This is an optimization exercise on Yosys and OpenROAD, whose aim is a short achievable clock period and few clock cycles per item, not a production implementation. Function was checked by simulation only, so behaviour that the tests miss may differ from the original. No activity file was given, so power comes from the tool's default toggle rates.

== west ==
Design ap2_core, start of the top module:
module ap2_core (
    input  wire        clk,
    input  wire        rst,           
    input  wire        start,         
    input  wire [16:0] image_end,     
    output wire        mem_req,
    output wire        mem_we,
    output wire [15:0] mem_addr,
    output wire [15:0] mem_wdata,
    input  wire [15:0] mem_rdata,
    input  wire        mem_ready,
    output wire        done,          
    output wire [1:0]  stop_reason,   
    output wire [15:0] r0,
    output wire [15:0] r1,
    output wire [15:0] r2,
    output wire [15:0] r3,
    output wire [15:0] r4,
    output wire [15:0] r5,
    output wire [15:0] r6,
    output wire [15:0] r7,
    output wire [15:0] pc_out,
    output wire [15:0] sp_out,
    output wire        flag_c,
    output wire        flag_ov,
    output wire        flag_z,
    output wire        flag_s
);
For scale: roughly 240 I/O pins, about 35,000 um^2 of cells after synthesis.
export LEC_CHECK = 0
export CAP_MARGIN = 30
export CORE_MARGIN = 2
export CORE_UTILIZATION = 40
export SLEW_MARGIN = 20
create_clock -name core_clock -period 10.0 [get_ports {clk}]
standard.sh (not shown) runs the stock make flow with config.mk's settings and CLKGATE_MAP_FILE= SYNTH_SCRIPT=/design/flow/synth_recipe.tcl, a recipe that flattens the netlist after the stock synthesis.
==> flow/flow/run.sh <==
#!/bin/bash
set -euo pipefail
bash standard.sh SETUP_SLACK_MARGIN=7.5 finish > orfs_make.log 2>&1
Testbench counts of west, summed over its fixed seeds: cycles 62,666, instrs 48,662.
diff inputs: west => east
--- a/flow/design.v
+++ b/flow/design.v
@@ -252,14 +252,15 @@
     reg        running;       
     reg        done_q;
     reg        start_q;       
     reg [1:0]  reason;
     reg [16:0] ie_q;          
     reg [15:0] x [0:7];
     reg [15:0] sp;
+    reg [15:0] sp_p2;         
     reg        fc, fov, fz, fs;
     reg [15:0] sc [0:7];      
     reg [7:0]  scv;
     reg [8:0]  sdep;          
     reg [15:0] bus_addr;      
     reg [15:0] bus_wdata;     
     reg [15:0] daddr;         
@@ -407,17 +408,22 @@
                    is_shr | is_shl | is_ror | is_rol;      
     wire push_ok = !sdep[8];           
     wire pop_ok  = !sdep[0];           
     wire psh_do  = is_psh && push_ok;
     wire pop_do  = is_pop && pop_ok;
     wire [4:0] sdist    = 5'd0 - sp[4:0];
     wire [2:0] sidx_psh = sdist[3:1];
-    wire [3:0] sidx_p4  = sdist[4:1] - 4'd1;
-    wire [2:0] sidx_pop = sidx_p4[2:0];
     wire       top_v    = |(scv & sdep[8:1]);    
+    reg [15:0] sc_top;                           
+    integer k;
+    always @(*) begin
+        sc_top = 16'h0000;
+        for (k = 0; k < 8; k = k + 1)
+            sc_top = sc_top | ({16{sdep[k + 1]}} & sc[k]);
+    end
     wire       pop_hit  = pop_do && top_v;
     wire       pop_mem  = pop_do && !top_v;
     wire d_memop   = is_ldr | is_str | psh_do | pop_mem;
     wire d_store   = is_str | psh_do;
     wire [1:0] d_reason = d_end ? 2'd3 : is_halt ? 2'd1 : 2'd2;
     wire [8:0]  imm9  = ir[10:2];
     wire [15:0] jt_d  = pcd_nxt + {7'b0, imm9};
@@ -445,15 +451,15 @@
     wire fwd_b  = e_fwd && (e_rd == fn) && b_reg;
     wire fww_a  = w_valid && (w_rd == fm) && a_reg;
     wire fww_b  = w_valid && (w_rd == fn) && b_reg;
     wire [15:0] xm = x[fm];
     wire [15:0] xn = x[fn];
     wire [15:0] a_base = a_imm  ? {8'b0, ir[7:0]}
                        : is_psh ? sp
-                       : is_pop ? (pop_hit ? sc[sidx_pop] : sp + 16'd2)
+                       : is_pop ? (pop_hit ? sc_top : sp_p2)
                        : fww_a  ? wr
                        : xm;
     wire [15:0] b_raw  = (is_str && ir[11]) ? {8'b0, ir[10:8], ir[4:0]}
                        : is_not ? 16'hFFFF
                        : fww_b  ? wr
                        : xn;
     wire        fsa_a  = fwd_a & sel_add;
@@ -623,14 +629,15 @@
     wire        e_wr  = e_valid & e_wreg;
     integer i;
     always @(posedge clk) begin
         if (start_q) begin
             for (i = 0; i < 8; i = i + 1)
                 x[i] <= 16'h0000;
             sp  <= STACK_START;
+            sp_p2 <= STACK_START + 16'd2;
             sdep <= 9'b000000001;
             fc  <= 1'b0;
             fov <= 1'b0;
             fz  <= 1'b0;
             fs  <= 1'b0;
             scv <= 8'h00;
         end else begin
@@ -641,19 +648,21 @@
                     x[i] <= r_log;
                 else if (e_wr && (e_rd == i))
                     x[i] <= mem_rdata;
                 else if (w_valid && (w_rd == i))
                     x[i] <= wr;
             end
             if (d_fire & psh_do) begin
-                sp   <= sp - 16'd2;
-                sdep <= {sdep[7:0], 1'b0};
+                sp    <= sp - 16'd2;
+                sp_p2 <= sp;
+                sdep  <= {sdep[7:0], 1'b0};
             end else if (d_fire & pop_do) begin
-                sp   <= sp + 16'd2;
-                sdep <= {1'b0, sdep[8:1]};
+                sp    <= sp + 16'd2;
+                sp_p2 <= sp_p2 + 16'd2;
+                sdep  <= {1'b0, sdep[8:1]};
             end
             if (e_alu & e_wzs) begin
                 fz <= res_z;
                 fs <= res_s;
             end else if (w_valid) begin
                 fz <= w_z;
                 fs <= wr[15];
--- outcome ---
From west to east the numbers moved as follows: die area grew by 1.8%; adder-cell share of the synthesized area grew by 0.25 points; highest attainable clock frequency shrank by about 14%; minimum clock period after layout grew by 0.53 ns; layout inverter count without the clock tree grew by 2.5%. Placeable core region up about 1.9% in east wrt west. east — fraction of power consumed by sequential logic 1.0 points higher, west as reference. west → east: final cell count has increased, y dimension of the die up 0.90%, share of total power consumed by net switching now smaller. Worst setup slack: east vs west down 0.53 ns. Slowest cell on the critical path: edfxtp_1 -> east, fa_2 -> west.
Testbench counts of east, summed over its fixed seeds: cycles 62,666, instrs 48,662.


Another version of the RTL of ap2_core (not shown whole).
Size in the first run: about 4,200 cells after synthesis, roughly 240 I/O pins, ~38,000 sq um of cells after synthesis.
Settings: LEC_CHECK=0, CAP_MARGIN=30, CORE_MARGIN=2, CORE_UTILIZATION=40, SLEW_MARGIN=20; clock period 10.0 ns.
Scripts as last shown in full above: flow/flow/run.sh
Testbench counts at the start, summed over its fixed seeds: cycles 62,666, instrs 48,662.
Change:
--- a/flow/design.v
+++ b/flow/design.v
@@ -253,12 +253,13 @@
     reg        done_q;
     reg        start_q;       
     reg [1:0]  reason;
     reg [16:0] ie_q;          
     reg [15:0] x [0:7];
     reg [15:0] sp;
+    reg [15:0] sp_p2;         
     reg        fc, fov, fz, fs;
     reg        we_o, fz_o, fs_o;
     reg [15:0] sp_o, pc_o;
     reg [15:0] sc [0:7];      
     reg [7:0]  scv;
     reg [8:0]  sdep;          
@@ -415,15 +416,20 @@
     wire push_ok = !sdep[8];           
     wire pop_ok  = !sdep[0];           
     wire psh_do  = is_psh && push_ok;
     wire pop_do  = is_pop && pop_ok;
     wire [4:0] sdist    = 5'd0 - sp[4:0];
     wire [2:0] sidx_psh = sdist[3:1];
-    wire [3:0] sidx_p4  = sdist[4:1] - 4'd1;
-    wire [2:0] sidx_pop = sidx_p4[2:0];
     wire       top_v    = |(scv & sdep[8:1]);    
+    reg [15:0] sc_top;                           
+    integer k;
+    always @(*) begin
+        sc_top = 16'h0000;
+        for (k = 0; k < 8; k = k + 1)
+            sc_top = sc_top | ({16{sdep[k + 1]}} & sc[k]);
+    end
     wire       pop_hit  = pop_do && top_v;
     wire       pop_mem  = pop_do && !top_v;
     wire d_memop   = is_ldr | is_str | psh_do | pop_mem;
     wire d_store   = is_str | psh_do;
     wire [1:0] d_reason = d_end ? 2'd3 : is_halt ? 2'd1 : 2'd2;
     wire [8:0]  imm9  = ir[10:2];
@@ -453,13 +459,13 @@
     wire fww_a  = w_valid && (w_rd == fm) && a_reg;
     wire fww_b  = w_valid && (w_rd == fn) && b_reg;
     wire [15:0] xm = x[fm];
     wire [15:0] xn = x[fn];
     wire [15:0] a_base = a_imm  ? {8'b0, ir[7:0]}
                        : is_psh ? sp
-                       : is_pop ? (pop_hit ? sc[sidx_pop] : sp + 16'd2)
+                       : is_pop ? (pop_hit ? sc_top : sp_p2)
                        : fww_a  ? wr
                        : xm;
     wire [15:0] b_raw  = (is_str && ir[11]) ? {8'b0, ir[10:8], ir[4:0]}
                        : is_not ? 16'hFFFF
                        : fww_b  ? wr
                        : xn;
@@ -646,12 +652,13 @@
     integer i;
     always @(posedge clk) begin
         if (start_q) begin
             for (i = 0; i < 8; i = i + 1)
                 x[i] <= 16'h0000;
             sp  <= STACK_START;
+            sp_p2 <= STACK_START + 16'd2;
             sdep <= 9'b000000001;
             fc  <= 1'b0;
             fov <= 1'b0;
             fz  <= 1'b0;
             fs  <= 1'b0;
             fz_o <= 1'b0;
@@ -668,16 +675,18 @@
                     x[i] <= mem_rdata;
                 else if (w_valid && (w_rd == i))
                     x[i] <= wr;
             end
             if (d_fire & psh_do) begin
                 sp   <= sp - 16'd2;
+                sp_p2 <= sp;
                 sp_o <= sp_o - 16'd2;
                 sdep <= {sdep[7:0], 1'b0};
             end else if (d_fire & pop_do) begin
                 sp   <= sp + 16'd2;
+                sp_p2 <= sp_p2 + 16'd2;
                 sp_o <= sp_o + 16'd2;
                 sdep <= {1'b0, sdep[8:1]};
             end
             if (e_alu & e_wzs) begin
                 fz   <= res_z;
                 fs   <= res_s;
- total power grows by roughly a tenth
- sequential share of layout area shrinks by 0.21 points
- sequential power came out higher by a few percent
- clock-buffer cell count grows by 9
- routed wire length climbs by a few percent
- cell area grows by a few percent
- first-iteration DRC count stays flat
- synthesized area increases slightly
Testbench counts after the change, summed over its fixed seeds: cycles 62,666, instrs 48,662.

separate check: timing with driven ports:
Ports are ideal in the flow. The routed layouts listed here were re-timed in OpenROAD. Step 1, drivers: a clkbuf_16 drives clk and a buf_2 each remaining input, both assumed. Step 2 also shifts input and output timing later by t, the mid clock arrival at the registers, as if the neighbouring blocks saw the same clock. a / b / c = ideal / step 1 / step 2; a / b = the first two.
run | t, ns | slack for setup (ns) | slew at the worst register clock pin (ns) | pins driven straight from the clock port
west | 0.710 | 6.761 / 6.688 / 6.421 | 0.07 / 0.07 | 1
east | 0.692 | 6.235 / 6.235 / 6.211 | 0.07 / 0.07 | 1
the first run of note 2 | 0.730 | 6.548 / 6.548 / 6.133 | 0.07 / 0.07 | 1
the second run of note 2 | 0.715 | 6.091 / 6.091 / 6.091 | 0.07 / 0.07 | 1
After both steps every run listed still meets setup and hold. The setup slack of the first run of note 2, which loses most, moves by 0.000 ns with the drivers and by -0.415 ns with both steps.
